Source: an optimization exercise on an open RTL-to-GDS flow (aim: small area). Production flows keep margins and buffers that such runs may drop. In this exercise RTL edits were held to simulation tests only and were not proved equivalent to the original. The flow treats the clock pin as an ideal source, which a real chip does not have. Power figures rest on the tool's default switching activity, not on a simulated workload.

Setup of exp/lagoon:
## pe_core
module pe_core (
    input  wire         clk,
    input  wire         rst,
    input  wire         start,
    input  wire [7:0]   len,
    output wire         busy,
    output wire         done,
    output wire [127:0] out_chars,
    output wire         in_req,
    output wire [7:0]   in_idx,
    input  wire [7:0]   in_data,
    input  wire         in_ack
);
==> flow/config.mk <==
export PLATFORM = sky130hd
export DESIGN_NAME = pe_core
export DESIGN_NICKNAME = pe_core
export VERILOG_FILES = /design/flow/design.v
export SDC_FILE = /design/flow/constraint.sdc
export NUM_CORES = 4
export LEC_CHECK = 0
export CAP_MARGIN = 20
export CORE_MARGIN = 2
export CORE_UTILIZATION = 55
export SLEW_MARGIN = 20
==> flow/constraint.sdc <==
create_clock -name core_clock -period 10.0 [get_ports {clk}]
set_input_delay 2.0000 -clock core_clock [delete_from_list [all_inputs] [get_ports {clk}]]
set_output_delay 2.0000 -clock core_clock [all_outputs]
set_load 0.01 [all_outputs]
standard.sh (not shown) runs the stock make flow with config.mk's settings and CLKGATE_MAP_FILE= SYNTH_SCRIPT=/design/flow/synth_recipe.tcl, a recipe that flattens the netlist after the stock synthesis.
==> flow/flow/run.sh <==
#!/bin/bash
# Layout flow: the standard synthesis and ORFS layout (standard.sh), with
#  - the combinational logic of the standard netlist re-mapped for area by
#    flow/resyn.sh (Yosys + ABC); every flip-flop instance is kept as the
#    standard synthesis made it (name, cell type and connections);
#  - port buffers of the smallest buffer cell;
#  - a clock tree of clkbuf_8 without dummy loads, whose buffers
#    flow/post_cts.tcl then shrinks as far as the clock-pin slew allows.
# Each tool's output goes to a log file of its own in this folder (and ORFS's
# step logs under orfs/logs).
set -euo pipefail
R=orfs/results/sky130hd/pe_core/base
LIB=$FLOW_HOME/platforms/sky130hd/lib/sky130_fd_sc_hd__tt_025C_1v80.lib
YOSYS=$(command -v yosys || echo "$FLOW_HOME/../tools/install/yosys/bin/yosys")
export BUFFER_PORTS_ARGS="-buffer_cell sky130_fd_sc_hd__buf_1"
export CTS_ARGS="-sink_clustering_enable -repair_clock_nets -dont_use_dummy_load -buf_list sky130_fd_sc_hd__clkbuf_8"
export POST_CTS_TCL="$PWD/flow/post_cts.tcl"
ARGS=("BUFFER_PORTS_ARGS=$BUFFER_PORTS_ARGS" "CTS_ARGS=$CTS_ARGS" "POST_CTS_TCL=$POST_CTS_TCL")

bash standard.sh "${ARGS[@]}" synth > standard_synth.log 2>&1
cp $R/1_2_yosys.v standard_netlist.v
bash flow/resyn.sh "$PWD/standard_netlist.v" "$PWD/resyn_netlist.v" "$LIB" "$PWD/resyn" "$YOSYS"
cp resyn_netlist.v $R/1_2_yosys.v
rm -f $R/1_synth.odb $R/1_synth.sdc
bash standard.sh "${ARGS[@]}" finish > standard_flow.log 2>&1
==> flow/flow/post_cts.tcl <==
# Runs at the end of ORFS's CTS step (POST_CTS_TCL): shrink each leaf clock buffer
# to the smallest clkbuf whose flip-flop clock pins still see a slew under the limit
# (estimated from placement); the leaves first, then the root buffer.
proc clk_worst_slew {} {
  set ws 0
  foreach p [get_pins -hierarchical */CLK] {
    set s [get_property $p slew_max]
    if {$s > $ws} {set ws $s}
  }
  return $ws
}
set limit 0.127
set sizes {sky130_fd_sc_hd__clkbuf_1 sky130_fd_sc_hd__clkbuf_2 sky130_fd_sc_hd__clkbuf_4}
estimate_parasitics -placement
puts "post_cts: worst clock-pin slew before [clk_worst_slew]"
set bufs {}
set roots {}
foreach inst [[ord::get_db_block] getInsts] {
  set name [$inst getName]
  if {![string match "clkbuf_*_clk" $name]} continue
  if {[string match "clkbuf_0_*" $name]} { lappend roots $name } else { lappend bufs $name }
}
foreach name [concat $bufs $roots] {
  set orig [get_property [get_cells $name] ref_name]
  foreach sz $sizes {
    replace_cell [get_cells $name] [get_lib_cells */$sz]
    estimate_parasitics -placement
    if {[clk_worst_slew] <= $limit} { puts "post_cts: $name $orig -> $sz"; break }
    replace_cell [get_cells $name] [get_lib_cells */$orig]
    estimate_parasitics -placement
  }
}
estimate_parasitics -placement
puts "post_cts: worst clock-pin slew after [clk_worst_slew]"
report_worst_slack -min
report_worst_slack -max
Other scripts of this flow, unchanged in this note and not shown: flow/flow/mkcells.py, flow/flow/resyn.sh
The final layout from exp/lagoon, which completed every stage, passed the timing, DRC and antenna checks at the end of the flow.
[inputs] exp/tundra vs exp/lagoon
- a change of CORE_UTILIZATION from 55 to 40
diff --git a/flow/flow/post_cts.tcl b/flow/flow/post_cts.tcl
--- a/flow/flow/post_cts.tcl
+++ b/flow/flow/post_cts.tcl
@@ -12 +12 @@
-set limit 0.127
+set limit 0.120
--- outcome ---
The flow did not stop early for exp/tundra: all stages ran, and the layout cleared the timing, DRC and antenna checks. Side by side, post-route clock period utilization turned out lower in exp/tundra than in exp/lagoon. Routed wire in exp/tundra totals more than in exp/lagoon. Diff exp/lagoon -> exp/tundra: final area increased by 91 sq um relative to the old numbers; portion of total power attributed to the clock network now larger; first-pass GRT wire length has increased. Compared to exp/lagoon, exp/tundra shows a wider setup margin. | die span in y | exp/tundra vs exp/lagoon | 17% higher |.
Modified inputs, exp/cedar compared to exp/tundra
diff --git a/flow/flow/post_cts.tcl b/flow/flow/post_cts.tcl
--- a/flow/flow/post_cts.tcl
+++ b/flow/flow/post_cts.tcl
@@ -12 +12 @@
-set limit 0.120
+set limit 0.127
### Flow results
- exp/cedar ends up with a total power that is 0.69% lower than in exp/tundra.
- Looking at exp/cedar and exp/tundra, the post-route cell area is a wash.
- exp/cedar -> exp/tundra: final cell count delta 0, exact match
- Re number of DRC violations after detailed-routing iteration 0: exp/cedar is about 15% down on exp/tundra.
- Looking at part of the total power dissipated in the clock network, exp/cedar sits below exp/tundra.
- Number of flip-flops and latches came out exactly the same in exp/cedar and exp/tundra.

[separate check: timing with driven ports]
No port has a modelled driver above. Below, the same layouts with a new extraction and two added sets of constraints.
Step 1 sets driving cells, clkbuf_16 on the clock port and buf_2 on the other inputs (assumed; they add their load-dependent delay and slew).
Step 2, shift: input delay + t, output delay - t, t = (earliest + latest rising clock arrival at the registers) / 2. This alone moves slack from input paths to output paths.
Slacks: ideal ports / drivers / drivers and shift; pairs: ideal ports / drivers.
run | t (ns) | setup slack, ns | latest minus earliest clock arrival (ns)
exp/lagoon | 0.566 | 5.785 / 5.751 / 5.784 | 0.041 / 0.040
exp/tundra | 0.436 | 5.960 / 5.927 / 5.637 | 0.046 / 0.046
exp/cedar | 0.548 | 5.842 / 5.810 / 5.637 | 0.057 / 0.056
After both steps every run listed still meets setup and hold. For exp/tundra, which loses most, drivers alone change the setup slack by -0.033 ns; drivers and shift together by -0.323 ns.
